Source: an optimization exercise on an open RTL-to-GDS flow (aim: small area, a short achievable clock period and few clock cycles). Production flows keep margins and buffers that such runs may drop. The RTL was checked by simulation tests, not by an equivalence proof against the original design. Power is estimated from default activity; no workload was simulated.

**flow/constraint.sdc**
```tcl
create_clock -name core_clock -period 10.0 [get_ports {clk}]
set_input_delay 2.0000 -clock core_clock [delete_from_list [all_inputs] [get_ports {clk}]]
set_output_delay 2.0000 -clock core_clock [all_outputs]
set_load 0.01 [all_outputs]
```
**flow/config.mk**
```make
export PLATFORM = sky130hd
export DESIGN_NAME = kbpe_rx
export DESIGN_NICKNAME = kbpe_rx
export VERILOG_FILES = /design/flow/design.v
export SDC_FILE = /design/flow/constraint.sdc
export NUM_CORES = 4
export LEC_CHECK = 0
export CAP_MARGIN = 20
export CORE_MARGIN = 2
export CORE_UTILIZATION = 60
export SLEW_MARGIN = 20
```
**flow/run.sh**
```bash
#!/bin/bash
# synth_recipe.tcl (not shown) runs the flow's synth.tcl, then flattens the netlist and writes it again
# the make line also repeats each setting of config.mk as NAME=value (left out here)
make -C /OpenROAD-flow-scripts/flow DESIGN_CONFIG=/design/flow/config.mk WORK_HOME=/design/flow/orfs CLKGATE_MAP_FILE= SYNTH_SCRIPT=/design/flow/synth_recipe.tcl finish
```
**flow/design.v**
```verilog
module kbpe_rx #(
    parameter [10:0] RX_TIMEOUT = 11'd1024,   
    parameter [8:0]  MIN_FRAME_LEN = 9'd10
) (
    input             clk,
    input             rst,           
    input      [15:0] my_addr,
    input             in_valid,
    input      [7:0]  in_data,
    output reg        in_ready,
    output            frm_valid,
    output     [15:0] frm_src,
    output     [15:0] frm_dst,
    output     [7:0]  frm_type,
    output     [7:0]  frm_seq,
    output     [7:0]  frm_len,
    input      [7:0]  pl_addr,
    output reg [7:0]  pl_data,
    input             frm_done,
    output reg        ev_valid,
    output reg [2:0]  ev_code,
    output reg [7:0]  last_seq
);
    localparam [2:0] EV_DELIVERED = 3'd0,
                     EV_OTHER     = 3'd1,
                     EV_TOO_SHORT = 3'd2,
                     EV_BAD_SUM   = 3'd3,
                     EV_ABORT     = 3'd4;
    localparam NP = 3;               
    reg        rx_act;               
    reg  [8:0] rem;                  
    reg  [2:0] hidx;                 
    reg [10:0] tmr;                  
    reg        rx_short;             
    reg [2047:0] ring;
    reg  [7:0] ntc;                  
    reg  [7:0] hbn;                  
    reg  [7:0] fq0, fq1, fq2, fq3;   
    reg  [2:0] fcnt;
    reg  [8:0] fslot;                
    reg  [8:0] wptr;                 
    reg  [8:0] wbase;                
    reg        h_v;
    reg [15:0] h_src, h_dst;
    reg  [7:0] h_type, h_seq, h_len;
    reg  [8:0] h_base;               
    reg  [2:0] p_n;                  
    reg [15:0] p_src  [0:NP-1];
    reg  [1:0] p_dc   [0:NP-1];
    reg  [7:0] p_type [0:NP-1];
    reg  [7:0] p_seq  [0:NP-1];
    reg  [7:0] p_len  [0:NP-1];
    reg [15:0] acc;
    reg [15:0] r_src;
    reg  [7:0] r_type, r_seq, r_len;
    reg        lo_me, lo_ff, hi_me, hi_ff;    
    wire       nx_pay    = rx_act && (hidx == 3'd7) && (rem >= 9'd3);
    wire       nx_last   = rx_act && (rem == 9'd1);
    wire [8:0] used      = wptr - h_base;
    wire take = in_valid && in_ready;
    reg        s_v;
    reg  [7:0] s_d;
    reg  [2:0] s_hidx;               
    reg        s_sum;                
    reg        s_last;
    wire       sum_ok  = (acc[7:0] == 8'hFF) && (s_d == ~acc[15:8]);
    wire       d_me    = lo_me && hi_me;
    wire       d_all   = lo_ff && hi_ff;
    wire       d_grp   = lo_ff && hi_me;
    wire [1:0] r_dc    = d_me ? 2'd0 : d_all ? 2'd1 : 2'd2;
    wire       judge   = s_v && s_last;
    wire       deliver = judge && !rx_short && sum_ok && (d_me || d_all || d_grp);
    wire       abort   = rx_act && !take && !in_valid && (tmr >= RX_TIMEOUT);
    wire       flush   = abort || (judge && !deliver);
    wire       rel     = h_v && frm_done;
    wire       h_from_p = rel && (p_n != 3'd0);      
    wire       h_from_r = deliver && (rel ? (p_n == 3'd0) : !h_v);
    wire [8:0] h_base_nx = rel ? h_base + {1'b0, h_len} : h_v ? h_base : wbase;
    wire [2:0] p_wr = p_n - {2'd0, h_from_p};
    wire       h_v_nx   = h_from_p || h_from_r || (h_v && !rel);
    wire [2:0] p_n_nx   = p_n + {2'd0, deliver && !h_from_r} - {2'd0, h_from_p};
    wire       last_nx  = rx_act && (take ? (rem == 9'd2) : (rem == 9'd1 && !abort));
    wire       pay_nx   = rx_act && !abort &&
                          (take ? (hidx >= 3'd6 && rem >= 9'd4) : (hidx == 3'd7 && rem >= 9'd3));
    wire       rfull_nx = h_v_nx && (used[8] || used[7:0] == 8'hFF);
    wire       rdy_nx   = !(last_nx && p_n_nx == NP) && !(pay_nx && rfull_nx);
    function [15:0] dst_of(input [1:0] dc);
        dst_of = (dc == 2'd0) ? my_addr :
                 (dc == 2'd1) ? 16'hFFFF : {my_addr[15:8], 8'hFF};
    endfunction
    always @(posedge clk) begin
        if (rst) begin
            rx_act   <= 1'b0;
            rem      <= 9'd0;
            hidx     <= 3'd0;
            tmr      <= 11'd0;
            rx_short <= 1'b0;
            wptr     <= 9'd0;
            wbase    <= 9'd0;
            s_v      <= 1'b0;
            s_last   <= 1'b0;
            ntc      <= 8'hFF;
            fcnt     <= 3'd0;
            fslot    <= 9'd0;
            ev_valid <= 1'b0;
            ev_code  <= 3'd0;
            last_seq <= 8'd0;
            h_v      <= 1'b0;
            p_n      <= 3'd0;
            in_ready <= 1'b1;
            h_base   <= 9'd0;
        end else begin
            s_v    <= take;
            s_d    <= in_data;
            s_hidx <= rx_act ? hidx : 3'd0;
            s_sum  <= (rem >= 9'd2) || !rx_act;
            s_last <= nx_last;
            ev_valid <= 1'b0;
            if (!rx_act) begin
                if (take) begin
                    rx_act   <= 1'b1;
                    rem      <= {1'b0, in_data} + 9'd2;
                    hidx     <= 3'd1;
                    tmr      <= 11'd1;
                    rx_short <= in_data < 8'd7;
                end
            end else begin
                if (tmr < RX_TIMEOUT)
                    tmr <= tmr + 11'd1;
                if (take) begin
                    rem <= rem - 9'd1;
                    if (hidx != 3'd7)
                        hidx <= hidx + 3'd1;
                    if (nx_pay)
                        wptr <= wptr + 9'd1;
                    if (nx_last)
                        rx_act <= 1'b0;
                end else if (abort) begin
                    rx_act   <= 1'b0;
                    wptr     <= wbase;
                    ev_valid <= 1'b1;
                    ev_code  <= EV_ABORT;
                end
            end
            if (judge) begin
                ev_valid <= 1'b1;
                if (rx_short) begin
                    ev_code <= EV_TOO_SHORT;
                end else if (!sum_ok) begin
                    ev_code <= EV_BAD_SUM;
                end else begin
                    if (!r_type[7])
                        last_seq <= r_seq;
                    ev_code <= deliver ? EV_DELIVERED : EV_OTHER;
                end
                if (deliver)
                    wbase <= wptr;
                else
                    wptr <= wbase;
            end
            ntc  <= ntc - 8'd1;
            hbn  <= h_base_nx[7:0] + ntc - 8'd1;
            fcnt <= flush ? 3'd0 : fcnt + {2'd0, push} - {2'd0, pop};
            if (flush)
                fslot <= wbase;
            else if (pop)
                fslot <= fslot + 9'd1;
            h_base <= h_base_nx;
            h_v      <= h_v_nx;
            p_n      <= p_n_nx;
            in_ready <= rdy_nx;
        end
    end
    always @(posedge clk)
        if (s_v) begin
            if (s_hidx == 3'd0)
                acc <= {8'd0, s_d};
            else if (s_sum)
                acc <= acc + {8'd0, s_d};
            case (s_hidx)
                3'd0: r_len       <= s_d - 8'd6;
                3'd1: r_src[7:0]  <= s_d;
                3'd2: r_src[15:8] <= s_d;
                3'd3: begin
                    lo_me <= (s_d == my_addr[7:0]);
                    lo_ff <= (s_d == 8'hFF);
                end
                3'd4: begin
                    hi_me <= (s_d == my_addr[15:8]);
                    hi_ff <= (s_d == 8'hFF);
                end
                3'd5: r_type      <= s_d;
                3'd6: r_seq       <= s_d;
                default: ;
            endcase
        end
    always @(posedge clk) begin
        if (h_from_p) begin
            h_src  <= p_src[0];
            h_dst  <= dst_of(p_dc[0]);
            h_type <= p_type[0];
            h_seq  <= p_seq[0];
            h_len  <= p_len[0];
        end else if (h_from_r) begin
            h_src  <= r_src;
            h_dst  <= dst_of(r_dc);
            h_type <= r_type;
            h_seq  <= r_seq;
            h_len  <= r_len;
        end
    end
    integer i;
    always @(posedge clk)
        for (i = 0; i < NP; i = i + 1)
            if (deliver && !h_from_r && p_wr == i) begin
                p_src[i]  <= r_src;
                p_dc[i]   <= r_dc;
                p_type[i] <= r_type;
                p_seq[i]  <= r_seq;
                p_len[i]  <= r_len;
            end else if (h_from_p && i + 1 < NP) begin
                p_src[i]  <= p_src[i + 1];
                p_dc[i]   <= p_dc[i + 1];
                p_type[i] <= p_type[i + 1];
                p_seq[i]  <= p_seq[i + 1];
                p_len[i]  <= p_len[i + 1];
            end
    wire       push   = take && nx_pay;
    wire [7:0] wplace = fslot[7:0] + ntc;
    wire       pop    = (fcnt != 3'd0) && (wplace[1:0] == 2'd0);
    wire [2:0] fpos   = fcnt - {2'd0, pop};
    always @(posedge clk) begin
        if (pop) begin
            fq0 <= fq1; fq1 <= fq2; fq2 <= fq3;
        end
        if (push) begin
            if (fpos == 3'd0) fq0 <= in_data;
            if (fpos == 3'd1) fq1 <= in_data;
            if (fpos == 3'd2) fq2 <= in_data;
            if (fpos == 3'd3) fq3 <= in_data;
        end
    end
    wire [2047:0] ring_nx;
    genvar p;
    generate
        for (p = 0; p < 256; p = p + 1) begin : g_ring
            if (p % 4 == 0) begin : g_port
                assign ring_nx[8*p +: 8] = (pop && wplace[7:2] == p / 4) ?
                                           fq0 : ring[8*((p + 1) % 256) +: 8];
            end else begin : g_pass
                assign ring_nx[8*p +: 8] = ring[8*((p + 1) % 256) +: 8];
            end
        end
    endgenerate
    always @(posedge clk)
        ring <= ring_nx;
    wire [7:0] ra = hbn + pl_addr;
    always @(posedge clk)
        pl_data <= ring_nx[8*ra +: 8];
    assign frm_valid = h_v;
    assign frm_src   = h_src;
    assign frm_dst   = h_dst;
    assign frm_type  = h_type;
    assign frm_seq   = h_seq;
    assign frm_len   = h_len;
endmodule
```
==> results of run 1 <==
## cell type report
type	count	area (um2)	area share, %
inverter	106	408	0.423
tap	1890	2360	2.45
antenna	4	10.0	0.0104
timing repair buffer	276	2470	2.57
clock inverter	95	1140	1.18
multi-input combinational	4371	31500	32.7
clock buffer	342	6880	7.13
sequential	2440	51600	53.5
## cells in the final DEF (no fill, tap or decap), types with 50 or more instances in the layout
master and instances:
a211oi_1 56, a21o_1 68, a21oi_1 468, a221oi_1 100
a31oi_1 87, buf_4 153, clkbuf_1 50, clkbuf_16 237
clkbuf_8 55, clkdlybuf4s50_1 112, clkinv_2 51, dfxtp_1 2162
edfxtp_1 270, ha_1 70, inv_1 103, mux2_2 693
mux2i_1 322, nand2_1 693, nand3_1 101, nor2_1 261
nor3_1 62, o211ai_1 61, o21a_1 51, o21ai_0 379
o221ai_1 61, o22ai_1 64, xnor2_1 73
## worst max-delay path, delay by kind of cell
family          cells  cell delay (ns)
fa+ha+maj           2             1.20
compound gates      5             1.12
simple gates        4             1.40
buf+inv             4             1.43
## registers in the layout, indices dropped and copies added, names as in the netlist, 11 cells and up
name and flops:
acc 16, h_dst 16, h_src 16, p_len 24, p_seq 24, p_src 48
p_type 24, r_src 16, ring 2048, tmr 11
## per-layer routing
layer	up-vias	wire length [um]	track usage (%)
met5	-	13	0
met4	2	7550	10.5
met2	2212	106000	49.3
li1	26800	-	-
met3	399	18500	5.57
met1	29300	112000	48.3
## report_power, final
group,switching (W),leakage [nW],total (W),internal [W]
Combinational,0.00218,14.6,0.00320,0.00102
Sequential,0.0000666,19.9,0.00999,0.00992
Clock,0.00380,3.97,0.00909,0.00529
Total,0.00605,38.5,0.0223,0.0162
## kinds of logic (layout without fill, tap and decap cells)
group / after synthesis / after routing / share of synthesized area (%)
AOI/OAI and AO/OA: 1725 / 1725 / 13.3
other: 0 / 4 / 0
and+or+nand+nor: 1423 / 1423 / 7.67
xor gates and xnor gates: 104 / 104 / 1.07
adders and majority gates: 79 / 79 / 1.23
muxes: 1040 / 1040 / 13.5
DFF: 2440 / 2440 / 60.5
buffers and inverters: 581 / 819 / 2.65
## stage by stage
step,hold WS (ns),instance area (um2),setup WS (ns),util (%)
4_1_cts,0.332,96400,3.59,68.2
3_5_place_dp,0.330,88400,2.69,62.6
6_report,0.338,96400,3.46,68.2
3_3_place_gp,0.326,88300,2.47,62.5
2_1_floorplan,0.323,85100,4.21,-
5_1_grt,0.338,96400,3.27,68.2
## path summary, 6_finish.rpt
path         slack, ns                  to                   from  depth (start not counted)
max               3.46  pl_data[5]$_DFF_P_             pl_addr[0]                         15
min               0.34   ring[628]$_DFF_P_      ring[636]$_DFF_P_                          0
max reg2reg       3.56  pl_data[5]$_DFF_P_  fslot[0]$_SDFFE_PP0P_                         15
min reg2reg       0.34   ring[628]$_DFF_P_      ring[636]$_DFF_P_                          0
==> notes.md, run 1 <==
status: timing/DRC/antenna clean
Starting DRT DRC Count: 5473
Hold Path Class: register to register
Clock Tree Root: clkbuf_16
Crit-path slowest cell: fa_4
htree depth: 4
EDFF count, synth: 270
Die Width: 381 um
Antenna Nets Post-Route: 0
Worst Path Required: 10.74 ns
f_max: 153 MHz
most instantiated library cell after synthesis: dfxtp_1
Post-synth top cells: dfxtp_1 (2170), nand2_1 (697), mux2_2 (693)
row count: 138
Pwr Density: 231 nW/um2
Inst Count DP: 9083
Post-synth top flop: dfxtp_1
critical path startpoint category: primary input
crit end category: register
Yosys reg bits: 2440
minimum clock period: 6.54 ns
die height: 381 um
maxcap violations: 0
final wirelength: 244 mm
CTS buffer count: 230
CTS tree: built
clk latency of the worst-skew pair: 0.84 ns
CTS max path bufs: 3
slew margin rel.: 20.6%
core area: 141000 um2
initial core utilization: 60.3%
clock sink count: 2440
highest cell delay on the worst timing path: 1.01 ns
top cell type's share of synthesized area: 51.0%
Mean Syn Cell Area: 11.5 um2
number of global-route vias before repair: 57400
Via Count: 58700
initial antenna violation count: 11
IO Count: 114
DRT Pass-1 Iters: 5
cell taking the most area after synthesis: dfxtp_1
Arr. time, crit path: 7.28 ns
IO buf count: 113
GP Congestion: 0.875
DIE AREA: 145000 um2
post-layout power: 0.0223 W
max-slew violation count: 0
GRT Util Overall: 32.8%
Async SR Flop Fraction: 0%
Crit Path Max Fanout: 61
Layout Cells excl Fill: 9524
Worst-Margin Slew: 1.18 ns
Hold Buf Count CTS: 0
cell leakage power: 38.5 nW
RSZ-0062 raised after global routing: no
# DRC: 0
Area Growth Syn to Fin: 13.2%
global-route wire length before repair: 365 mm
YS warnings: 6
Crit Path Class: primary input to register
final setup TNS: 0 ns
Synth cell types: 101
largest net degree at the start of global routing: 103
fin nets: 7540
total gr overflow: 0
Mapped Cells: 7392
endpoints failing hold: 0
post-DP HPWL: 153 mm
register area share after synthesis: 60.5%
Crit path top cell by count: o21ai_0
postcts setup bufs: 0
Post-CTS Resized: 0
Fin Clk Skew: 0.0314 ns
Post-Syn Area: 85100 um2
ranking of synthesized cells by area: dfxtp_1 (51%), edfxtp_1 (9.5%), mux2_2 (9.2%)
Final Setup Violations: 0
worst-case vdd ir drop: 0.000175 V
layout cells sized above 1: 18.3%
Final period util: 65.4%
Worst-path clk slew: 0.06 ns
Wirelength per Cell: 25.6 um
drt via density: 6.16
CP Cell Sequence: clkdlybuf4s50_1, ha_4, fa_4, inv_4, nor2_4, buf_12, buf_4, nand2_1, o211ai_1, a21oi_1, o21ai_0, o21ai_0, nor4_1, o2111ai_1, nor3_1
fillcell total: 10700
Testbench counts, summed over its fixed seeds: cycles 14,199.
==> inputs of run 2 (changes only) <==
--- a/flow/config.mk
+++ b/flow/config.mk
@@ -8,4 +8,5 @@
 export CAP_MARGIN = 20
 export CORE_MARGIN = 2
 export CORE_UTILIZATION = 60
+export SETUP_SLACK_MARGIN = 5
 export SLEW_MARGIN = 20
==> run 2 against run 1 <==
  * Still clean
  * Sequential share of layout area decreased by 1.5 points
  * Final area is 3.0% higher
  * Area after synthesis did not move
  * Die area unchanged
  * First-iteration DRC count is 11% higher
  * Wire length grew 4.3%
  * Clock power down 2%
  * Sequential power about the same
  * Critical path type unchanged
  * Largest cell class unchanged
  * Largest power group unchanged
  * Highest routed layer is now met4
==> notes.md, run 2 <==
# DRC: 0
htree depth: 4
total gr overflow: 0
placed inst area: 88300 um2
max-slew violation count: 0
Hold Buf Count CTS: 0
max reg flops: 2048
clk latency of the worst-skew pair: 0.86 ns
register area share after synthesis: 60.5%
DRT Pass-1 Iters: 6
Worst Path Required: 10.76 ns
slew margin rel.: 24.4%
number of global-route vias before repair: 59200
cell taking the most area after synthesis: dfxtp_1
Post-synth top cells: dfxtp_1 (2170), nand2_1 (697), mux2_2 (693)
largest reg by FF count: ring
Die Width: 381 um
Worst-Margin Slew: 1.13 ns
Arr. time, crit path: 5.84 ns
CTS max path bufs: 3
Wirelength per Cell: 26.4 um
GP Congestion: 0.873
largest net degree at the start of global routing: 111
final worst slack: 4.92 ns
DIE AREA: 145000 um2
Hold Path Class: register to register
Mapped Cells: 7392
maxcap violations: 0
initial antenna violation count: 11
final setup TNS: 0 ns
YS warnings: 6
post-layout power: 0.0228 W
RSZ-0062 raised after global routing: yes
endpoints failing hold: 0
ranking of synthesized cells by area: dfxtp_1 (51%), edfxtp_1 (9.5%), mux2_2 (9.2%)
row count: 138
Final Setup Violations: 0
r2r setup slk: 4.99 ns
IO Count: 114
CTS tree: built
Synth cell types: 101
Async SR Flop Fraction: 0%
critical path startpoint category: primary input
Design Area, Final: 99300 um2
cell leakage power: 39.7 nW
Post-synth top flop: dfxtp_1
Crit Path Class: primary input to register
global-route wire length before repair: 378 mm
top cell type's share of synthesized area: 51.0%
post-DP HPWL: 150 mm
pre-CTS WS: 2.12 ns
Area Growth Syn to Fin: 16.6%
Pwr Density: 229 nW/um2
Starting DRT DRC Count: 6098
clock sink count: 2440
Post-Syn Area: 85100 um2
initial core utilization: 60.3%
status: timing/DRC/antenna clean
IO buf count: 113
layout cells sized above 1: 21.0%
Clock Tree Root: clkbuf_16
Mean Syn Cell Area: 11.5 um2
top flop regs: ring: 2048 flops, p_src: 48 flops
die height: 381 um
Final period util: 50.8%
core area: 141000 um2
GRT Util Overall: 34.2%
Via Count: 59900
Crit Path Max Fanout: 28
crit end category: register
most frequent cells in the layout: dfxtp_1 (2162), mux2_2 (693), nand2_1 (676)
f_max: 197 MHz
worst-case vdd ir drop: 0.000174 V
minimum clock period: 5.08 ns
CTS buffer count: 231
fin nets: 7651
final wirelength: 254 mm
Yosys reg bits: 2440
EDFF count, synth: 270
Worst-path clk slew: 0.07 ns
drt via density: 6.22
Antenna Nets Post-Route: 0
commonest non-fill, non-tap cell in the layout: dfxtp_1
Fin Clk Skew: 0.0342 ns
most instantiated library cell after synthesis: dfxtp_1
run 2: power by group:
group	switching (W)	total (W)	internal [W]
logic	0.00248	0.00387	0.00139
registers	0.0000586	0.00998	0.00992
clock network	0.00385	0.00891	0.00506
run 2: cells by family (layout without fill, tap and decap cells):
family | count (synthesis) | count (layout) | synth area share, %
compound gates | 1725 | 1726 | 13.3
xor+xnor | 104 | 104 | 1.07
fa+ha+maj | 79 | 79 | 1.23
buf+inv | 581 | 922 | 2.65
flops | 2440 | 2440 | 60.5
mux | 1040 | 1040 | 13.5
other cells | 0 | 6 | 0
simple gates | 1423 | 1424 | 7.67
run 2: final cells by class:
type                    count  area [um2]
flip-flops and latches   2440       51600
fillers                 10400       42000
multi-input cells        4373       32600
clock buffers             336        6790
repair buffers            383        4470
well taps                1890        2360
clock inverters            96        1040
inverters                 106         422
diodes                      6        15.0
repair inverters            1        8.76
run 2: what timing repair did:
item | in CTS | in global routing
pin swaps | 37 | 31
cloned | 22 | 2
gates resized for setup | 213 | 98
setup endpoints to repair | 93 | 77
endpoints found under the hold margin | 0 | 0
setup buffers | 62 | 36
run 2: routing by layer:
metal  wire length (um)  part of all wire (%)  GRT usage, %
met5                  0                     0             0
met4               9710                   3.8          14.0
met3              19500                   7.7          6.15
met2             110000                    43          51.0
met1             115000                    45          49.2
run 2: final timing paths:
| kind | cells after the start | to | start |
|---|---|---|---|
| setup / recovery | 12 | pl_data[7]$_DFF_P_ | pl_addr[2] |
| setup reg to reg | 15 | pl_data[0]$_DFF_P_ | fslot[0]$_SDFFE_PP0P_ |
| hold / removal | 0 | ring[465]$_DFF_P_ | ring[473]$_DFF_P_ |
| hold reg to reg | 0 | ring[465]$_DFF_P_ | ring[473]$_DFF_P_ |
run 2: critical path: stages:
cell,delay [ns]
dlygate4sd2_1,0.29
ha_4,0.32
o21ai_1,0.53
o21ai_4,0.19
buf_4,0.20
buf_4,0.26
nor2_1,0.24
buf_4,0.25
a211oi_1,0.14
o41ai_4,0.55
nand4_1,0.54
nor3_2,0.27
run 2: through the flow:
| step | utilization, % | std cells | hold WS, ns |
|---|---|---|---|
| final | 70.3 | 9631 | 0.326 |
| after global placement | 62.5 | 9070 | 0.328 |
| after floorplan | - | 7392 | 0.323 |
| after global routing | 70.3 | 9628 | 0.323 |
| after CTS | 69.7 | 9587 | 0.316 |
| after detailed placement | 62.5 | 9071 | 0.332 |
==> inputs of run 3 (changes only) <==
--- a/flow/design.v
+++ b/flow/design.v
@@ -73,12 +73,15 @@
     wire       abort   = rx_act && !take && !in_valid && (tmr >= RX_TIMEOUT);
     wire       flush   = abort || (judge && !deliver);
     wire       rel     = h_v && frm_done;
+    reg        dlv;
     wire       h_from_p = rel && (p_n != 3'd0);      
-    wire       h_from_r = deliver && (rel ? (p_n == 3'd0) : !h_v);
+    wire       h_from_r = dlv && (rel ? (p_n == 3'd0) : !h_v);
     wire [8:0] h_base_nx = rel ? h_base + {1'b0, h_len} : h_v ? h_base : wbase;
+    wire [7:0] hbn_rel  = h_base[7:0] + h_len + ntc;
+    wire [7:0] hbn_keep = (h_v ? h_base[7:0] : wbase[7:0]) + ntc;
     wire [2:0] p_wr = p_n - {2'd0, h_from_p};
     wire       h_v_nx   = h_from_p || h_from_r || (h_v && !rel);
-    wire [2:0] p_n_nx   = p_n + {2'd0, deliver && !h_from_r} - {2'd0, h_from_p};
+    wire [2:0] p_n_nx   = p_n + {2'd0, dlv && !h_from_r} - {2'd0, h_from_p};
     wire       last_nx  = rx_act && (take ? (rem == 9'd2) : (rem == 9'd1 && !abort));
     wire       pay_nx   = rx_act && !abort &&
                           (take ? (hidx >= 3'd6 && rem >= 9'd4) : (hidx == 3'd7 && rem >= 9'd3));
@@ -99,6 +102,7 @@
             wbase    <= 9'd0;
             s_v      <= 1'b0;
             s_last   <= 1'b0;
+            dlv      <= 1'b0;
             ntc      <= 8'hFF;
             fcnt     <= 3'd0;
             fslot    <= 9'd0;
@@ -116,6 +120,7 @@
             s_sum  <= (rem >= 9'd2) || !rx_act;
             s_last <= nx_last;
             ev_valid <= 1'b0;
+            dlv      <= deliver;
             if (!rx_act) begin
                 if (take) begin
                     rx_act   <= 1'b1;
@@ -153,13 +158,13 @@
                         last_seq <= r_seq;
                     ev_code <= deliver ? EV_DELIVERED : EV_OTHER;
                 end
-                if (deliver)
-                    wbase <= wptr;
-                else
+                if (!deliver)
                     wptr <= wbase;
             end
+            if (dlv)
+                wbase <= wptr;
             ntc  <= ntc - 8'd1;
-            hbn  <= h_base_nx[7:0] + ntc - 8'd1;
+            hbn  <= rel ? hbn_rel : hbn_keep;
             fcnt <= flush ? 3'd0 : fcnt + {2'd0, push} - {2'd0, pop};
             if (flush)
                 fslot <= wbase;
@@ -212,7 +217,7 @@
     integer i;
     always @(posedge clk)
         for (i = 0; i < NP; i = i + 1)
-            if (deliver && !h_from_r && p_wr == i) begin
+            if (dlv && !h_from_r && p_wr == i) begin
                 p_src[i]  <= r_src;
                 p_dc[i]   <= r_dc;
                 p_type[i] <= r_type;
@@ -245,8 +250,13 @@
     generate
         for (p = 0; p < 256; p = p + 1) begin : g_ring
             if (p % 4 == 0) begin : g_port
-                assign ring_nx[8*p +: 8] = (pop && wplace[7:2] == p / 4) ?
-                                           fq0 : ring[8*((p + 1) % 256) +: 8];
+                wire w  = pop && wplace[7:2] == p / 4;
+                wire wn = !w;
+                genvar k;
+                for (k = 0; k < 8; k = k + 1) begin : g_b
+                    kbpe_rx_ao22 u (.a(fq0[k]), .b(ring[8*((p + 1) % 256) + k]),
+                                    .sa(w), .sb(wn), .y(ring_nx[8*p + k]));
+                end
             end else begin : g_pass
                 assign ring_nx[8*p +: 8] = ring[8*((p + 1) % 256) +: 8];
             end
@@ -254,9 +264,45 @@
     endgenerate
     always @(posedge clk)
         ring <= ring_nx;
-    wire [7:0] ra = hbn + pl_addr;
-    always @(posedge clk)
-        pl_data <= ring_nx[8*ra +: 8];
+    wire [7:0]  ra  = hbn + pl_addr;
+    wire [15:0] rlo = 16'd1 << ra[3:0];
+    wire [15:0] rhi = 16'd1 << ra[7:4];
+    wire [257:0] sel;
+    genvar q, bt;
+    generate
+        for (q = 0; q < 256; q = q + 1) begin : g_sel
+            assign sel[q] = rhi[q / 16] & rlo[q % 16];
+        end
+        assign sel[257:256] = 2'b00;
+        for (bt = 0; bt < 8; bt = bt + 1) begin : g_bit
+            wire [85:0] t;
+            wire [257:0] d;
+            for (q = 0; q < 256; q = q + 1) begin : g_d
+                assign d[q] = ring[8*q + bt];
+            end
+            assign d[257:256] = 2'b00;
+            for (q = 0; q < 86; q = q + 1) begin : g_aoi
+                kbpe_rx_aoi3 u (.d(d[3*q +: 3]), .s(sel[3*q +: 3]), .y(t[q]));
+            end
+            wire [21:0] u1;
+            wire [87:0] tp = {2'b11, t};
+            for (q = 0; q < 22; q = q + 1) begin : g_l1
+                kbpe_rx_nand4 u (.a(tp[4*q +: 4]), .y(u1[q]));
+            end
+            wire [5:0] u2;
+            wire [23:0] u1p = {2'b00, u1};
+            for (q = 0; q < 6; q = q + 1) begin : g_l2
+                kbpe_rx_nor4 u (.a(u1p[4*q +: 4]), .y(u2[q]));
+            end
+            wire [1:0] u3;
+            wire [7:0] u2p = {2'b11, u2};
+            for (q = 0; q < 2; q = q + 1) begin : g_l3
+                kbpe_rx_nand4 u (.a(u2p[4*q +: 4]), .y(u3[q]));
+            end
+            always @(posedge clk)
+                pl_data[bt] <= u3[0] | u3[1];
+        end
+    endgenerate
     assign frm_valid = h_v;
     assign frm_src   = h_src;
     assign frm_dst   = h_dst;
@@ -264,3 +310,31 @@
     assign frm_seq   = h_seq;
     assign frm_len   = h_len;
 endmodule
+module kbpe_rx_aoi3 (
+    input  [2:0] d,
+    input  [2:0] s,
+    output       y
+);
+    assign y = ~|(d & s);
+endmodule
+module kbpe_rx_nand4 (
+    input  [3:0] a,
+    output       y
+);
+    assign y = ~&a;
+endmodule
+module kbpe_rx_nor4 (
+    input  [3:0] a,
+    output       y
+);
+    assign y = ~|a;
+endmodule
+module kbpe_rx_ao22 (
+    input  a,
+    input  b,
+    input  sa,
+    input  sb,
+    output y
+);
+    assign y = (a & sa) | (b & sb);
+endmodule
--- a/flow/config.mk
+++ b/flow/config.mk
@@ -7,6 +7,9 @@
 export LEC_CHECK = 0
 export CAP_MARGIN = 20
 export CORE_MARGIN = 2
-export CORE_UTILIZATION = 60
+export CORE_UTILIZATION = 45
+export CTS_BUF_LIST = sky130_fd_sc_hd__clkbuf_8
+export CTS_CLUSTER_SIZE = 30
 export SETUP_SLACK_MARGIN = 5
 export SLEW_MARGIN = 20
+export SYNTH_HIERARCHICAL = 1
==> run 3 against run 2 <==
  * Highest routed layer is now met5
  * Die area is 18% higher
  * Final area is 9.7% lower
  * Setup slack worse by 0.13 ns
  * Clock power is 7.2% lower
  * Sequential cell count is 1 higher
  * Clock skew is 0.088 ns higher
  * Area after synthesis is 11% lower
  * First-iteration DRC count is 43% higher
  * Power is 17% lower
  * Synthesized cell count is 22% lower
==> notes.md, run 3 <==
status: timing/DRC/antenna clean
DIE AREA: 171000 um2
clk latency of the worst-skew pair: 1.06 ns
Fin Clk Skew: 0.122 ns
Post-synth top cells: dfxtp_1 (2171), a222oi_1 (689), a22o_1 (514)
RSZ-0062 raised after global routing: no
top cell type's share of synthesized area: 57.6%
Pwr Density: 210 nW/um2
top flop regs: ring: 2048 flops, p_src: 48 flops
Final Setup Violations: 0
worst-case vdd ir drop: 0.000144 V
DRT Pass-1 Iters: 12
IO Count: 114
Starting DRT DRC Count: 8699
final hold slack: 0.284 ns
Synth cell types: 82
minimum clock period: 5.21 ns
Crit Path Class: primary input to register
post-synthesis mux area share: 1.84%
max-slew violation count: 0
Worst-path clk slew: 0.07 ns
EDFF count, synth: 270
endpoints failing hold: 0
core area: 167000 um2
CTS max path bufs: 4
htree depth: 5
Via Count: 54700
ranking of synthesized cells by area: dfxtp_1 (58%), edfxtp_1 (11%), a222oi_1 (9.1%)
Post-synth top flop: dfxtp_1
Worst Path Required: 10.91 ns
die height: 413 um
CTS buffer count: 394
compound-gate portion of the synthesized area: 17.5%
largest net degree at the start of global routing: 57
fin nets: 6479
Mapped Cells: 5729
initial antenna violation count: 15
Layout Cells excl Fill: 8836
final worst slack: 4.79 ns
pre-CTS WS: 2.45 ns
largest family of logic cells by synthesized area: compound AO/OA/AOI/OAI gates
Area Growth Syn to Fin: 18.8%
commonest non-fill, non-tap cell in the layout: dfxtp_1
Async SR Flop Fraction: 0%
Inst Count DP: 8061
CTS tree: built
hold_sp: ring[1506]$_DFF_P_
number of global-route vias before repair: 53500
clock sink count: 2441
post-layout power: 0.0188 W
adder-cell share of the synthesized area: 1.64%
max reg flops: 2048
Final period util: 52.1%
Yosys reg bits: 2441
cell leakage power: 33.3 nW
largest reg by FF count: ring
final wirelength: 247 mm
post-DP HPWL: 165 mm
final setup TNS: 0 ns
# DRC: 0
initial core utilization: 45.2%
Clock Tree Root: clkbuf_8
Mean Syn Cell Area: 13.2 um2
total gr overflow: 0
post-synthesis simple-gate area fraction: 8.46%
worst r2r src: fslot[0]$_SDFFE_PP0P_
xor/xnor share of the synthesized area: 1.29%
cell taking the most area after synthesis: dfxtp_1
global-route wire length before repair: 356 mm
slew margin rel.: 15.5%
Wirelength per Cell: 28.0 um
most frequent cells in the layout: dfxtp_1 (2163), a222oi_1 (689), a22o_1 (514)
IO buf count: 113
GRT Util Overall: 28.0%
Post-Syn Area: 75400 um2
Die Width: 413 um
maxcap violations: 0
crit end category: register
Crit Path Max Fanout: 8
Worst-Margin Slew: 1.27 ns
Antenna Nets Post-Route: 0
row count: 150
layout cells sized above 1: 16.2%
f_max: 192 MHz
Arr. time, crit path: 6.11 ns
Hold Path Class: register to register
YS warnings: 12
most instantiated library cell after synthesis: dfxtp_1
Critical Path Source: pl_addr[4]
GP Congestion: 0.981
drt via density: 6.19
critical path startpoint category: primary input
register area share after synthesis: 68.4%
[run 3: cell types whose count changed after synthesis, moves of 288 or more]
cell      previous run  this run
nand2_1            697       354
o21ai_0            380        67
mux2_2             693        93
a21oi_1            469        68
a22o_1              16       514
a222oi_1             1       689
mux2i_1            322        34
[run 3: worst max-delay path: stages]
cell             delay (ns)
clkdlybuf4s15_2        0.28
ha_4                   0.29
nor2_2                 0.17
nor2_4                 0.06
and2_4                 0.17
a311o_2                0.50
buf_12                 0.18
buf_12                 0.12
nand2b_2               0.19
nor2_2                 0.15
a222oi_1               0.53
nand4_1                0.30
nor4_4                 0.47
nand4_1                0.34
or2_4                  0.33
[run 3: through the flow]
stage | instance area [um2] | util (%)
3_3_place_gp | 79700 | 47.7
4_1_cts | 88800 | 53.2
2_1_floorplan | 75800 | -
3_5_place_dp | 79700 | 47.8
6_report | 89600 | 53.7
5_1_grt | 89600 | 53.7
[run 3: where the power goes]
part / internal, W / switching (W)
clock: 0.00446 / 0.00381
sequential: 0.00991 / 0.0000392
combinational: 0.000191 / 0.000384
[run 3: cell families (layout without fill, tap and decap cells)]
| family | Yosys count | after routing |
|---|---|---|
| AO/OA/AOI/OAI | 1477 | 1477 |
| buffers and inverters | 168 | 979 |
| multiplexers | 127 | 127 |
| adder cells (fa/ha/maj) | 89 | 89 |
| flip-flops | 2441 | 2441 |
| AND/OR/NAND/NOR | 1314 | 1321 |
| other | 2 | 87 |
| XOR/XNOR | 111 | 111 |
[run 3: area by class of cell]
cell class	instances	area, um2
inverters	54	203
clock inverters	176	821
well taps	2204	2760
repair buffers	258	2450
flip-flops and latches	2441	51600
diodes	7	17.5
multi-input cells	3205	25000
fillers	14100	77200
clock buffers	491	6760
[run 3: repair_timing]
item                       CTS  global route
gates resized for setup    227           101
buffers inserted            49            42
hold buffers                 0             0
setup endpoints to repair    8             8
pin swaps                   69           101
cloned                       6             4
[run 3: per-module statistics from Yosys, one instance, submodules excluded]
module / cell area [um2] / flops+latches / cells inside
kbpe_rx: 62200 / 2441 / 4289
kbpe_rx_ao22: 8.76 / 0 / 1
kbpe_rx_aoi3: 10.0 / 0 / 1
kbpe_rx_nand4: 6.26 / 0 / 1
kbpe_rx_nor4: 12.5 / 0 / 1
[run 3: final timing paths]
path / endpoint / slack [ns] / depth (start not counted)
max: pl_data[6]$_DFF_P_ / 4.79 / 15
min: ring[1498]$_DFF_P_ / 0.28 / 0
max reg2reg: ring[1573]$_DFF_P_ / 5.29 / 10
min reg2reg: ring[1498]$_DFF_P_ / 0.28 / 0
[run 3: per-layer routing]
| layer | up-vias | global-route usage, % | wire length, um | share of wire (%) |
|---|---|---|---|---|
| li1 | 24100 | - | - | - |
| met1 | 27200 | 38.7 | 105000 | 42 |
| met2 | 2854 | 41.5 | 107000 | 43 |
| met3 | 561 | 6.29 | 23700 | 9.6 |
| met4 | 8 | 13.8 | 11800 | 4.8 |
| met5 | - | 0.565 | 179 | 0.072 |
Testbench counts of run 3, summed over its fixed seeds: cycles 14,224.
==> inputs of run 4 (changes only) <==
--- a/flow/design.v
+++ b/flow/design.v
@@ -264,12 +264,22 @@
     endgenerate
     always @(posedge clk)
         ring <= ring_nx;
-    wire [7:0]  ra  = hbn + pl_addr;
-    wire [15:0] rlo = 16'd1 << ra[3:0];
-    wire [15:0] rhi = 16'd1 << ra[7:4];
-    wire [257:0] sel;
+    wire [15:0] rlo, rhi0, rhi;
+    wire        c4 = pl_addr[3:0] > ~hbn[3:0];
     genvar q, bt;
     generate
+        for (q = 0; q < 16; q = q + 1) begin : g_dec
+            wire [3:0] klo = q[3:0] - hbn[3:0];
+            wire [3:0] khi = q[3:0] - hbn[7:4];
+            assign rlo[q]  = (pl_addr[3:0] == klo);
+            assign rhi0[q] = (pl_addr[7:4] == khi);
+        end
+        for (q = 0; q < 16; q = q + 1) begin : g_car
+            assign rhi[q] = c4 ? rhi0[(q + 15) % 16] : rhi0[q];
+        end
+    endgenerate
+    wire [257:0] sel;
+    generate
         for (q = 0; q < 256; q = q + 1) begin : g_sel
             assign sel[q] = rhi[q / 16] & rlo[q % 16];
         end
==> flow/flow/run.sh (new file) <==
#!/bin/bash
set -euo pipefail
bash standard.sh SETUP_SLACK_MARGIN=6.5 finish > standard.log 2>&1
==> flow/standard.sh (new file) <==
#!/bin/bash
# synth_recipe.tcl (not shown) runs the flow's synth.tcl, then flattens the netlist and writes it again
# the make line also repeats each setting of config.mk as NAME=value (left out here)
make -C /OpenROAD-flow-scripts/flow DESIGN_CONFIG=/design/flow/config.mk WORK_HOME=/design/flow/orfs CLKGATE_MAP_FILE= SYNTH_SCRIPT=/design/flow/synth_recipe.tcl "${@:-finish}"
--- a/flow/config.mk
+++ b/flow/config.mk
@@ -8,8 +8,6 @@
 export CAP_MARGIN = 20
 export CORE_MARGIN = 2
 export CORE_UTILIZATION = 45
-export CTS_BUF_LIST = sky130_fd_sc_hd__clkbuf_8
-export CTS_CLUSTER_SIZE = 30
 export SETUP_SLACK_MARGIN = 5
 export SLEW_MARGIN = 20
 export SYNTH_HIERARCHICAL = 1
removed: flow/run.sh
==> run 4 against run 3 <==
  * Register-to-register slack lost 0.09 ns
  * Core utilization grew 0.82 points
  * Die area grew 0.89%
  * Sequential cell count is the same
  * Critical path depth up 1
  * Cell count down 2.3%
  * Via count decreased by 0.49%
  * Largest cell class unchanged
  * Highest routed layer unchanged
==> notes.md, run 4 <==
Post-Syn Area: 76100 um2
combinational power share: 2.3%
Fin Clk Skew: 0.0422 ns
minimum clock period: 5.31 ns
met2 global-route usage: 41.9%
met1 Use GR: 37.9%
Mean Syn Cell Area: 13.2 um2
part of the power in registers: 51.1%
Worst-Margin Slew: 1.13 ns
maxcap violations: 0
cell leakage power: 33.6 nW
endpoints failing hold: 0
CTS buffer count: 229
most instantiated library cell after synthesis: dfxtp_1
Synth cell types: 89
Post-synth top flop: dfxtp_1
Sw Share: 21.4%
GRT Util Overall: 27.7%
RSZ-0062 raised after global routing: yes
Area Growth Syn to Fin: 20.1%
Hold Path Class: register to register
GP Congestion: 0.997
total gr overflow: 0
htree depth: 4
Hold Buf Count CTS: 0
CP Cell Sequence: buf_8, ha_4, nand4_1, buf_12, o21a_4, buf_6, buf_12, buf_4, mux2i_4, buf_12, nor2_2, a222oi_1, nand4_1, nor4_4, nand4_1, or2_4
Pwr Density: 213 nW/um2
layout cells sized above 1: 16.9%
YS warnings: 12
DIE AREA: 172000 um2
clk latency of the worst-skew pair: 0.88 ns
top cell type's share of synthesized area: 57.1%
worst-case vdd ir drop: 0.000188 V
DRT Pass-1 Iters: 14
Final Setup Violations: 0
GRT Max-Usage Layer: met2
Post-synth top cells: dfxtp_1 (2171), a222oi_1 (689), a22o_1 (515)
worst r2r src: hbn[1]$_DFFE_PN_
Arr. time, crit path: 6.04 ns
IO buf count: 113
critical path startpoint category: primary input
f_max: 188 MHz
multi-input logic area: 25900 um2
Reg area: 51600 um2
row count: 150
EDFF count, synth: 270
Critical Path Source: pl_addr[1]
Worst-path clk slew: 0.06 ns
crit end category: register
CTS max path bufs: 3
worst path bufs/invs: 6
Wirelength per Cell: 28.6 um
register area share after synthesis: 67.8%
pre-CTS WS: 1.91 ns
ranking of synthesized cells by area: dfxtp_1 (57%), edfxtp_1 (11%), a222oi_1 (9.1%)
final wirelength: 247 mm
most frequent cells in the layout: dfxtp_1 (2155), a222oi_1 (689), a22o_1 (515)
die height: 415 um
fillcell total: 13800
clock share of power: 46.6%
drt via density: 6.30
slew margin rel.: 24.5%
Starting DRT DRC Count: 9242
CTS tree: built
# DRC: 0
Top Family by Delay on Critical Path: simple AND/OR/NAND/NOR gates
Antenna Nets Post-Route: 0
Worst Path Required: 10.73 ns
WHS Path Cells: 0
Sw Pwr: 0.00417 W
initial core utilization: 45.4%
status: timing/DRC/antenna clean
P_int: 0.0153 W
final worst slack: 4.69 ns
FF-to-FF path depth: 12
Mapped Cells: 5759
Via Count: 54400
hold_sp: ring[1074]$_DFF_P_
number of global-route vias before repair: 53100
max-slew violation count: 0
Async SR Flop Fraction: 0%
max reg flops: 2048
Crit Path Max Fanout: 15
clock sink count: 2441
global-route wire length before repair: 358 mm
top flop regs: ring: 2048 flops, p_src: 48 flops
largest reg by FF count: ring
final setup TNS: 0 ns
post-layout power: 0.0194 W
Yosys reg bits: 2441
cell taking the most area after synthesis: dfxtp_1
commonest non-fill, non-tap cell in the layout: dfxtp_1
core area: 168000 um2
highest cell delay on the worst timing path: 0.69 ns
Critical Path Stages: 16
Crit Path Class: primary input to register
GR Util met3: 6.35%
Final period util: 53.1%
initial antenna violation count: 8
Die Width: 415 um
post-DP HPWL: 158 mm
IO Count: 114
Crit-path slowest cell: nor4_4
fin nets: 6375
Clock Tree Root: clkbuf_16
largest net degree at the start of global routing: 69
[run 4: cell types whose count changed in the layout (fill, tap and decap cells not counted), moves of 43 or more]
cell,delta
buf_2,+52
clkbuf_16,+233
inv_1,-122
clkbuf_1,+43
clkdlybuf4s50_1,-80
mux2_4,+44
clkbuf_8,-439
nand2_1,-56
[run 4: routing by layer]
metal	share of wire, %	vias to the layer above
met2	44	2831
met1	42	27100
li1	-	23900
met3	9.7	559
met5	0.093	-
met4	4.4	10
[run 4: per-stage QoR]
step | util (%) | hold WS, ns | cell area, um2 | std cells
after detailed placement | 48.2 | 0.336 | 80800 | 8078
after CTS | 54.1 | 0.317 | 90700 | 8603
after global placement | 48.2 | 0.333 | 80700 | 8078
final | 54.5 | 0.317 | 91400 | 8637
after floorplan | - | 0.330 | 77100 | 5837
after global routing | 54.5 | 0.328 | 91400 | 8632
[run 4: layout make-up]
class | count | share of cell area, %
Antenna cell | 5 | 0.0137
Clock buffer | 328 | 7.36
Clock inverter | 91 | 1.38
Inverter | 63 | 0.289
Multi-Input combinational cell | 3218 | 28.3
Sequential cell | 2441 | 56.5
Tap cell | 2204 | 3.02
Timing Repair Buffer | 284 | 3.13
Timing Repair inverter | 3 | 0.0246
[run 4: final timing paths]
check	slack, ns	endpoint
setup reg to reg	5.20	pl_data[6]$_DFF_P_
setup / recovery	4.69	pl_data[4]$_DFF_P_
hold reg to reg	0.32	ring[1066]$_DFF_P_
hold / removal	0.32	ring[1066]$_DFF_P_
[run 4: cells by family after synthesis]
| group | share of synthesized area (%) |
|---|---|
| buffers and inverters | 1.04 |
| adders and majority gates | 1.78 |
| DFF | 67.8 |
| muxes | 2.11 |
| and+or+nand+nor | 8.43 |
| other | 0.00987 |
| xor gates and xnor gates | 1.54 |
| AOI/OAI and AO/OA | 17.3 |
[run 4: what timing repair did]
action | in CTS | in global routing
endpoints found under the setup margin | 963 | 634
setup buffers | 88 | 28
gates cloned | 18 | 1
pin swaps | 65 | 91
gates resized for setup | 534 | 133
[run 4: power groups by stage]
stage	Clock (W)	Combinational, W	Sequential [W]
3_3_place_gp	0	0.000361	0.0102
3_5_place_dp	0	0.000367	0.0102
5_1_grt	0.00955	0.000470	0.00994
4_1_cts	0.00915	0.000421	0.00994
2_1_floorplan	0	0.000234	0.0101
6_report	0.00906	0.000445	0.00994
[run 4: modules after synthesis (local to each module, per instance)]
module         copies in the design  cell area, um2  flip-flops and latches
kbpe_rx_aoi3                    688            10.0                       0
kbpe_rx_nand4                   192            6.26                       0
kbpe_rx                           1           62900                    2441
kbpe_rx_nor4                     48            12.5                       0
kbpe_rx_ao22                    512            8.76                       0
Testbench counts of run 4, summed over its fixed seeds: cycles 14,224.
==> inputs of run 5 (changes only) <==
--- a/flow/design.v
+++ b/flow/design.v
@@ -15,7 +15,7 @@
     output     [7:0]  frm_seq,
     output     [7:0]  frm_len,
     input      [7:0]  pl_addr,
-    output reg [7:0]  pl_data,
+    output     [7:0]  pl_data,
     input             frm_done,
     output reg        ev_valid,
     output reg [2:0]  ev_code,
@@ -38,6 +38,7 @@
     reg  [7:0] fq0, fq1, fq2, fq3;   
     reg  [2:0] fcnt;
     reg  [8:0] fslot;                
+    reg  [7:0] wplace;               
     reg  [8:0] wptr;                 
     reg  [8:0] wbase;                
     reg        h_v;
@@ -74,14 +75,21 @@
     wire       flush   = abort || (judge && !deliver);
     wire       rel     = h_v && frm_done;
     reg        dlv;
-    wire       h_from_p = rel && (p_n != 3'd0);      
-    wire       h_from_r = dlv && (rel ? (p_n == 3'd0) : !h_v);
+    wire       h_from_p_1 = h_v && (p_n != 3'd0);   
+    wire       h_from_r_1 = dlv && h_v && (p_n == 3'd0);
+    wire       h_from_r_0 = dlv && !h_v;
+    wire       h_from_p = rel && h_from_p_1;
+    wire       h_from_r = rel ? h_from_r_1 : h_from_r_0;
     wire [8:0] h_base_nx = rel ? h_base + {1'b0, h_len} : h_v ? h_base : wbase;
     wire [7:0] hbn_rel  = h_base[7:0] + h_len + ntc;
     wire [7:0] hbn_keep = (h_v ? h_base[7:0] : wbase[7:0]) + ntc;
-    wire [2:0] p_wr = p_n - {2'd0, h_from_p};
-    wire       h_v_nx   = h_from_p || h_from_r || (h_v && !rel);
-    wire [2:0] p_n_nx   = p_n + {2'd0, dlv && !h_from_r} - {2'd0, h_from_p};
+    wire [2:0] p_wr_1 = p_n - {2'd0, h_from_p_1};
+    wire       h_v_nx_1 = h_from_p_1 || h_from_r_1;
+    wire       h_v_nx_0 = h_from_r_0 || h_v;
+    wire [2:0] p_n_nx_1 = p_n + {2'd0, dlv && !h_from_r_1} - {2'd0, h_from_p_1};
+    wire [2:0] p_n_nx_0 = p_n + {2'd0, dlv && !h_from_r_0};
+    wire       h_v_nx   = rel ? h_v_nx_1 : h_v_nx_0;
+    wire [2:0] p_n_nx   = rel ? p_n_nx_1 : p_n_nx_0;
     wire       last_nx  = rx_act && (take ? (rem == 9'd2) : (rem == 9'd1 && !abort));
     wire       pay_nx   = rx_act && !abort &&
                           (take ? (hidx >= 3'd6 && rem >= 9'd4) : (hidx == 3'd7 && rem >= 9'd3));
@@ -106,6 +114,7 @@
             ntc      <= 8'hFF;
             fcnt     <= 3'd0;
             fslot    <= 9'd0;
+            wplace   <= 8'hFF;
             ev_valid <= 1'b0;
             ev_code  <= 3'd0;
             last_seq <= 8'd0;
@@ -166,10 +175,14 @@
             ntc  <= ntc - 8'd1;
             hbn  <= rel ? hbn_rel : hbn_keep;
             fcnt <= flush ? 3'd0 : fcnt + {2'd0, push} - {2'd0, pop};
-            if (flush)
-                fslot <= wbase;
-            else if (pop)
-                fslot <= fslot + 9'd1;
+            if (flush) begin
+                fslot  <= wbase;
+                wplace <= wbase[7:0] + ntc - 8'd1;
+            end else if (pop) begin
+                fslot  <= fslot + 9'd1;
+            end else begin
+                wplace <= wplace - 8'd1;
+            end
             h_base <= h_base_nx;
             h_v      <= h_v_nx;
             p_n      <= p_n_nx;
@@ -217,7 +230,7 @@
     integer i;
     always @(posedge clk)
         for (i = 0; i < NP; i = i + 1)
-            if (dlv && !h_from_r && p_wr == i) begin
+            if (rel ? (dlv && !h_from_r_1 && p_wr_1 == i) : (dlv && !h_from_r_0 && p_n == i)) begin
                 p_src[i]  <= r_src;
                 p_dc[i]   <= r_dc;
                 p_type[i] <= r_type;
@@ -231,7 +244,6 @@
                 p_len[i]  <= p_len[i + 1];
             end
     wire       push   = take && nx_pay;
-    wire [7:0] wplace = fslot[7:0] + ntc;
     wire       pop    = (fcnt != 3'd0) && (wplace[1:0] == 2'd0);
     wire [2:0] fpos   = fcnt - {2'd0, pop};
     always @(posedge clk) begin
@@ -264,24 +276,26 @@
     endgenerate
     always @(posedge clk)
         ring <= ring_nx;
-    wire [15:0] rlo, rhi0, rhi;
-    wire        c4 = pl_addr[3:0] > ~hbn[3:0];
+    wire [15:0] rlo, rhi_a, rhi_b, rlo_a, rlo_b;
     genvar q, bt;
     generate
         for (q = 0; q < 16; q = q + 1) begin : g_dec
             wire [3:0] klo = q[3:0] - hbn[3:0];
-            wire [3:0] khi = q[3:0] - hbn[7:4];
-            assign rlo[q]  = (pl_addr[3:0] == klo);
-            assign rhi0[q] = (pl_addr[7:4] == khi);
-        end
-        for (q = 0; q < 16; q = q + 1) begin : g_car
-            assign rhi[q] = c4 ? rhi0[(q + 15) % 16] : rhi0[q];
+            wire [3:0] kha = q[3:0] - hbn[7:4];
+            wire [3:0] khb = q[3:0] - hbn[7:4] - 4'd1;
+            wire       brw = q[3:0] < hbn[3:0];
+            assign rlo[q]   = (pl_addr[3:0] == klo);
+            assign rhi_a[q] = (pl_addr[7:4] == kha);
+            assign rhi_b[q] = (pl_addr[7:4] == khb);
+            assign rlo_a[q] = rlo[q] & !brw;
+            assign rlo_b[q] = rlo[q] & brw;
         end
     endgenerate
     wire [257:0] sel;
+    reg  [15:0]  pl_part;
     generate
         for (q = 0; q < 256; q = q + 1) begin : g_sel
-            assign sel[q] = rhi[q / 16] & rlo[q % 16];
+            assign sel[q] = (rhi_a[q / 16] & rlo_a[q % 16]) | (rhi_b[q / 16] & rlo_b[q % 16]);
         end
         assign sel[257:256] = 2'b00;
         for (bt = 0; bt < 8; bt = bt + 1) begin : g_bit
@@ -310,7 +324,8 @@
                 kbpe_rx_nand4 u (.a(u2p[4*q +: 4]), .y(u3[q]));
             end
             always @(posedge clk)
-                pl_data[bt] <= u3[0] | u3[1];
+                pl_part[2*bt +: 2] <= u3;
+            assign pl_data[bt] = pl_part[2*bt] | pl_part[2*bt + 1];
         end
     endgenerate
     assign frm_valid = h_v;
--- a/flow/config.mk
+++ b/flow/config.mk
@@ -7,7 +7,7 @@
 export LEC_CHECK = 0
 export CAP_MARGIN = 20
 export CORE_MARGIN = 2
-export CORE_UTILIZATION = 45
+export CORE_UTILIZATION = 40
 export SETUP_SLACK_MARGIN = 5
 export SLEW_MARGIN = 20
 export SYNTH_HIERARCHICAL = 1
==> run 5 against run 4 <==
  * Clock-buffer cell count increased by 4
  * Non-clock buffer count increased by 51
  * Core utilization decreased by 6.2 points
  * Register-to-register slack improved by 0.39 ns
==> notes.md, run 5 <==
CTS tree: built
Crit Path Max Fanout: 8
post-synthesis simple-gate area fraction: 7.42%
xor/xnor share of the synthesized area: 1.84%
# DRC: 0
initial core utilization: 40.1%
CTS max path bufs: 3
slew margin rel.: 18.0%
Critical Path Source: pl_addr[3]
max reg flops: 2048
DRT Pass-1 Iters: 14
most frequent cells in the layout: dfxtp_1 (2152), a222oi_1 (689), a22o_1 (513)
Design Area, Final: 94000 um2
Post-synth top cells: dfxtp_1 (2179), a222oi_1 (689), a22o_1 (513)
Pwr Density: 209 nW/um2
top cell type's share of synthesized area: 55.9%
multi-input logic area: 27300 um2
ranking of synthesized cells by area: dfxtp_1 (56%), edfxtp_1 (10%), a222oi_1 (8.8%)
adder-cell share of the synthesized area: 1.93%
pre-CTS WS: 3.17 ns
Wirelength per Cell: 28.2 um
register area share after synthesis: 66.3%
Die Width: 446 um
post-layout power: 0.0196 W
Worst Path Required: 10.74 ns
final wirelength: 262 mm
core area: 194000 um2
GP Congestion: 0.982
GRT Util Overall: 25.5%
IO buf count: 113
Post-synth top flop: dfxtp_1
critical path startpoint category: primary input
IO Count: 114
endpoints failing hold: 0
Yosys reg bits: 2449
Worst-path clk slew: 0.07 ns
cell leakage power: 34.8 nW
worst-case vdd ir drop: 0.000188 V
RSZ-0062 raised after global routing: yes
Worst-Margin Slew: 1.23 ns
Hold Buf Count CTS: 0
fin nets: 6661
placed inst area: 83200 um2
Post-Syn Area: 78000 um2
die height: 446 um
commonest non-fill, non-tap cell in the layout: dfxtp_1
largest reg by FF count: ring
final setup TNS: 0 ns
FF-to-FF path depth: 12
fillcell total: 16800
post-synthesis mux area share: 2.71%
final hold slack: 0.297 ns
Mapped Cells: 6005
DIE AREA: 199000 um2
Crit Path Class: primary input to register
Fin Clk Skew: 0.0639 ns
f_max: 222 MHz
number of global-route vias before repair: 55100
clk latency of the worst-skew pair: 0.91 ns
Starting DRT DRC Count: 8800
crit end category: register
clock sink count: 2449
initial antenna violation count: 15
Area Growth Syn to Fin: 20.6%
largest net degree at the start of global routing: 57
most instantiated library cell after synthesis: dfxtp_1
Reg area: 51800 um2
Hold Path Class: register to register
max-slew violation count: 0
Final Setup Violations: 0
worst reg2reg endpoint: pl_part[8]$_DFF_P_
status: timing/DRC/antenna clean
maxcap violations: 0
minimum clock period: 4.49 ns
layout cells sized above 1: 17.7%
largest family of logic cells by synthesized area: compound AO/OA/AOI/OAI gates
Antenna Nets Post-Route: 0
YS warnings: 12
post-DP HPWL: 172 mm
Via Count: 56700
Mean Syn Cell Area: 13.0 um2
compound-gate portion of the synthesized area: 18.3%
Arr. time, crit path: 5.23 ns
row count: 162
r2r setup slk: 5.59 ns
final worst slack: 5.51 ns
global-route wire length before repair: 378 mm
worst r2r src: hbn[1]$_DFFE_PN_
total gr overflow: 0
Synth cell types: 83
drt via density: 6.12
Async SR Flop Fraction: 0%
htree depth: 4
Final period util: 44.9%
cell taking the most area after synthesis: dfxtp_1
top flop regs: ring: 2048 flops, p_src: 48 flops
EDFF count, synth: 270
CTS buffer count: 233
Clock Tree Root: clkbuf_16
Worst setup endpoint: pl_part[4]$_DFF_P_
## run 5: cell types whose count changed in the layout (fill, tap and decap cells not counted), moves of 43 or more
| cell | before | now |
|---|---|---|
| buf_4 | 116 | 167 |
| mux2_4 | 44 | 1 |
| nor2_1 | 331 | 286 |
| o22ai_1 | 1 | 58 |
| nand2_1 | 279 | 232 |
| nor2_2 | 89 | 38 |
| o22ai_2 | 1 | 46 |
| a21oi_1 | 79 | 179 |
| mux2_2 | 51 | 135 |
| inv_1 | 58 | 139 |
## run 5: how the worst min path moves through the flow
| stage | end | start | cells after the start | slack (ns) |
|---|---|---|---|---|
| detailed placement | ring[189]$_DFF_P_ | ring[197]$_DFF_P_ | 0 | 0.33 |
| global route | ring[79]$_DFF_P_ | ring[87]$_DFF_P_ | 0 | 0.30 |
| CTS | ring[79]$_DFF_P_ | ring[87]$_DFF_P_ | 0 | 0.30 |
| floorplan | ring[1677]$_DFF_P_ | ring[1685]$_DFF_P_ | 0 | 0.33 |
| global placement | ring[1679]$_DFF_P_ | ring[1687]$_DFF_P_ | 0 | 0.33 |
| finish | ring[79]$_DFF_P_ | ring[87]$_DFF_P_ | 0 | 0.30 |
## run 5: timing repair
action	in CTS	in global routing
pin swaps	118	56
buffers inserted	106	34
gates cloned	6	1
setup endpoints to repair	396	188
resized for setup	659	52
## run 5: cell type report
class / count / area share (%)
antenna: 9 / 0.0240
clock buffer: 332 / 7.21
clock inverter: 111 / 1.42
inverter: 147 / 0.595
multi-input combinational: 3348 / 29.0
sequential: 2449 / 55.1
tap: 2542 / 3.38
timing repair buffer: 335 / 3.29
## run 5: logic make-up (layout without fill, tap and decap cells)
kind of cell / after synthesis / after routing
mux: 194 / 194
xor+xnor: 154 / 154
simple gates: 1122 / 1126
flops: 2449 / 2449
compound gates: 1683 / 1683
other cells: 2 / 89
buf+inv: 290 / 925
fa+ha+maj: 111 / 111
## run 5: worst max-delay path, stage by stage
cell and delay, ns:
buf_12 0.11, xor2_4 0.30, buf_6 0.17, xnor2_4 0.14, nor3_4 0.07, nand3b_1 0.16
buf_6 0.13, buf_12 0.16, buf_4 0.16, o22ai_4 0.13, a222oi_1 0.60, nand4_1 0.42
nor4_4 0.53, nand4_1 0.14
## run 5: through the flow
step                      utilization, %  cells
after detailed placement            42.8   8673
after CTS                           48.1   9228
after floorplan                        -   6083
after global routing                48.4   9266
after global placement              42.8   8673
final                               48.4   9273
## run 5: report_power, final
part	internal, W	switching, W	total [W]
clock network	0.00526	0.00389	0.00915
logic	0.000178	0.000327	0.000505
registers	0.00994	0.0000353	0.00997
total	0.0154	0.00425	0.0196
## run 5: per-module statistics from Yosys (local to each module, per instance)
| module | cells | flops+latches | times used | cell area [um2] |
|---|---|---|---|---|
| kbpe_rx_nor4 | 1 | 0 | 48 | 12.5 |
| kbpe_rx_ao22 | 1 | 0 | 512 | 8.76 |
| kbpe_rx_nand4 | 1 | 0 | 192 | 6.26 |
| kbpe_rx_aoi3 | 1 | 0 | 688 | 10.0 |
| kbpe_rx | 4565 | 2449 | 1 | 64800 |
## run 5: per-layer routing
metal	GRT usage (%)	vias up	share of wire, %
li1	-	24900	-
met1	34.3	28300	42
met2	39.1	2987	44
met3	6.52	579	9.8
met4	10.7	12	4.3
met5	0	-	0.045
Testbench counts of run 5, summed over its fixed seeds: cycles 14,224.
==> inputs of run 6 (changes only) <==
--- a/flow/design.v
+++ b/flow/design.v
@@ -292,7 +292,7 @@
         end
     endgenerate
     wire [257:0] sel;
-    reg  [15:0]  pl_part;
+    reg  [47:0]  pl_part;
     generate
         for (q = 0; q < 256; q = q + 1) begin : g_sel
             assign sel[q] = (rhi_a[q / 16] & rlo_a[q % 16]) | (rhi_b[q / 16] & rlo_b[q % 16]);
@@ -318,14 +318,9 @@
             for (q = 0; q < 6; q = q + 1) begin : g_l2
                 kbpe_rx_nor4 u (.a(u1p[4*q +: 4]), .y(u2[q]));
             end
-            wire [1:0] u3;
-            wire [7:0] u2p = {2'b11, u2};
-            for (q = 0; q < 2; q = q + 1) begin : g_l3
-                kbpe_rx_nand4 u (.a(u2p[4*q +: 4]), .y(u3[q]));
-            end
             always @(posedge clk)
-                pl_part[2*bt +: 2] <= u3;
-            assign pl_data[bt] = pl_part[2*bt] | pl_part[2*bt + 1];
+                pl_part[6*bt +: 6] <= u2;
+            assign pl_data[bt] = ~&pl_part[6*bt +: 6];
         end
     endgenerate
     assign frm_valid = h_v;
==> run 6 against run 5 <==
  * Wire length rose by 1.1%
  * First-iteration DRC count down 0.69%
  * Hold slack got worse by 0.0026 ns
  * Power rose by 1.7%
  * Critical path type unchanged
  * Largest cell class unchanged
  * Largest power group unchanged
==> notes.md, run 6 <==
hold_sp: ring[1238]$_DFF_P_
Post-synth top flop: dfxtp_1
part of the power in registers: 50.6%
final setup TNS: 0 ns
number of global-route vias before repair: 57300
multi-input logic area: 29700 um2
maxcap violations: 0
max-slew violation count: 0
Critical Path Stages: 11
fillcell total: 16300
Starting DRT DRC Count: 8739
register area share after synthesis: 66.5%
YS warnings: 12
post-synthesis mux area share: 2.60%
Crit path top cell by count: buf_12
Worst-Margin Slew: 1.16 ns
initial core utilization: 40.3%
IO Count: 114
Crit-path slowest cell: a222oi_1
Post-Syn Area: 78700 um2
Hold Buf Count CTS: 0
Pwr Density: 201 nW/um2
worst r2r src: hbn[2]$_DFFE_PN_
Clock Tree Root: clkbuf_16
Layout Cells excl Fill: 9552
Mean Syn Cell Area: 13.0 um2
Worst Path Required: 10.77 ns
Worst-path clk slew: 0.06 ns
post-DP HPWL: 171 mm
Design Area, Final: 99400 um2
fin nets: 6867
Yosys reg bits: 2481
largest family of logic cells by synthesized area: compound AO/OA/AOI/OAI gates
Crit Path Class: primary input to register
htree depth: 4
largest reg by FF count: ring
max reg flops: 2048
Wirelength per Cell: 27.7 um
slew margin rel.: 22.9%
CTS tree: built
Top Family by Delay on Critical Path: simple AND/OR/NAND/NOR gates
critical path startpoint category: primary input
Mapped Cells: 6063
layout cells sized above 1: 23.3%
EDFF count, synth: 270
largest net degree at the start of global routing: 71
r2r setup slk: 6.19 ns
Final period util: 39.0%
adder-cell share of the synthesized area: 1.91%
post-synthesis simple-gate area fraction: 7.41%
Post-synth top cells: dfxtp_1 (2211), a222oi_1 (688), a22o_1 (513)
die height: 448 um
top cell type's share of synthesized area: 56.2%
clk latency of the worst-skew pair: 0.91 ns
IO buf count: 113
final core utilization: 50.9%
ranking of synthesized cells by area: dfxtp_1 (56%), edfxtp_1 (10%), a222oi_1 (8.7%)
GP Congestion: 0.950
commonest non-fill, non-tap cell in the layout: dfxtp_1
Final Setup Violations: 0
clock sink count: 2481
DRT Pass-1 Iters: 13
crit end category: register
# DRC: 0
CP Cell Sequence: buf_12, xor2_4, buf_12, buf_6, buf_12, xnor3_2, nand2_8, o22ai_4, a222oi_1, nand4_1, nor4_2
Inst Count DP: 8786
Hold Path Class: register to register
status: timing/DRC/antenna clean
clock share of power: 46.1%
CTS buffer count: 232
Area Growth Syn to Fin: 26.2%
top flop regs: ring: 2048 flops, p_src: 48 flops, pl_part: 48 flops
GRT Util Overall: 25.3%
initial antenna violation count: 14
row count: 162
FF-to-FF path depth: 13
combinational power share: 3.3%
Synth cell types: 79
global-route wire length before repair: 380 mm
Arr. time, crit path: 4.67 ns
Crit Path Max Fanout: 8
compound-gate portion of the synthesized area: 18.1%
final wirelength: 265 mm
Fin Clk Skew: 0.0658 ns
cell leakage power: 36.1 nW
Via Count: 58700
drt via density: 6.15
Hold Path End: ring[1230]$_DFF_P_
minimum clock period: 3.90 ns
highest cell delay on the worst timing path: 0.62 ns
placed inst area: 84000 um2
f_max: 256 MHz
Async SR Flop Fraction: 0%
CTS max path bufs: 3
RSZ-0062 raised after global routing: yes
cell taking the most area after synthesis: dfxtp_1
most frequent cells in the layout: dfxtp_1 (2175), a222oi_1 (688), a22o_1 (513)
worst path bufs/invs: 4
core area: 195000 um2
Reg area: 52500 um2
xor/xnor share of the synthesized area: 1.90%
DIE AREA: 200000 um2
WHS Path Cells: 0
Sw Pwr: 0.00435 W
Die Width: 448 um
P_int: 0.0156 W
total gr overflow: 0
worst reg2reg endpoint: pl_part[12]$_DFF_P_
worst-case vdd ir drop: 0.000182 V
endpoints failing hold: 0
Sw Share: 21.8%
most instantiated library cell after synthesis: dfxtp_1
Antenna Nets Post-Route: 0
post-layout power: 0.0200 W
## run 6: worst register-to-register path: stages, from the launching register on
cell and delay [ns]:
edfxtp_1 0.52, buf_4 0.19, ha_4 0.30, buf_6 0.38
clkinvlp_4 0.16, buf_4 0.21, o21ai_4 0.25, buf_12 0.19
buf_6 0.12, buf_6 0.11, o22ai_4 0.10, a222oi_1 0.52
nand4_1 0.35, nor4_2 0.30
## run 6: kinds of logic after synthesis
| family | after synthesis |
|---|---|
| adder cells (fa/ha/maj) | 111 |
| AND/OR/NAND/NOR | 1142 |
| XOR/XNOR | 158 |
| other | 2 |
| AO/OA/AOI/OAI | 1690 |
| multiplexers | 188 |
| flip-flops | 2481 |
| buffers and inverters | 291 |
## run 6: how the worst max path moves through the flow
stage	to	startpoint	slack [ns]
after floorplan	pl_part[19]$_DFF_P_	pl_addr[0]	6.08
after CTS	pl_data[1]	pl_part[9]$_DFF_P_	6.08
final	pl_part[12]$_DFF_P_	pl_addr[7]	6.10
after global placement	pl_part[16]$_DFF_P_	pl_addr[7]	3.72
after detailed placement	pl_part[16]$_DFF_P_	pl_addr[7]	3.72
after global routing	pl_part[16]$_DFF_P_	pl_addr[7]	6.07
## run 6: power by group through the flow
| stage | registers, W | clock network (W) | logic [W] |
|---|---|---|---|
| after floorplan | 0.0103 | 0 | 0.000265 |
| after global placement | 0.0103 | 0 | 0.000401 |
| after detailed placement | 0.0103 | 0 | 0.000406 |
| after CTS | 0.0101 | 0.00929 | 0.000580 |
| after global routing | 0.0101 | 0.00974 | 0.000691 |
| final | 0.0101 | 0.00920 | 0.000668 |
## run 6: modules after synthesis (local to each module, per instance)
module / flip-flops and latches / area (um2) / copies in the design / cells inside
kbpe_rx_ao22: 0 / 8.76 / 512 / 1
kbpe_rx: 2481 / 65700 / 1 / 4639
kbpe_rx_aoi3: 0 / 10.0 / 688 / 1
kbpe_rx_nand4: 0 / 6.26 / 176 / 1
kbpe_rx_nor4: 0 / 12.5 / 48 / 1
## run 6: final cells by class
type | count | share of cell area (%)
inverters | 149 | 0.585
well taps | 2624 | 3.30
clock inverters | 104 | 1.34
repair buffers | 498 | 5.18
clock buffers | 330 | 6.87
diodes | 8 | 0.0201
multi-input cells | 3358 | 29.9
flip-flops and latches | 2481 | 52.8
## run 6: metal layers
metal	GRT usage (%)	wire length (um)
met1	32.9	106000
met4	11.6	14800
met2	39.1	117000
met3	6.75	26800
met5	0	64
## run 6: repair_timing
action	in CTS	in global routing
gates resized for setup	1006	175
hold endpoints to repair	0	0
setup buffers	233	83
gates cloned	6	2
pin swaps	220	239
endpoints found under the setup margin	448	142
## run 6: through the flow
stage	hold WS (ns)	worst slack (ns)
CTS	0.304	6.08
floorplan	0.330	6.08
global route	0.318	6.07
global placement	0.332	3.72
finish	0.295	6.10
detailed placement	0.334	3.72
Testbench counts of run 6, summed over its fixed seeds: cycles 14,224.

Setup slack of run 6, layout unchanged: 6.097 ns with ideal ports, 6.048 ns with driving cells assumed (clock clkbuf_16, inputs buf_2), 5.132 ns with port delays also shifted by the 0.957 ns mid clock arrival.
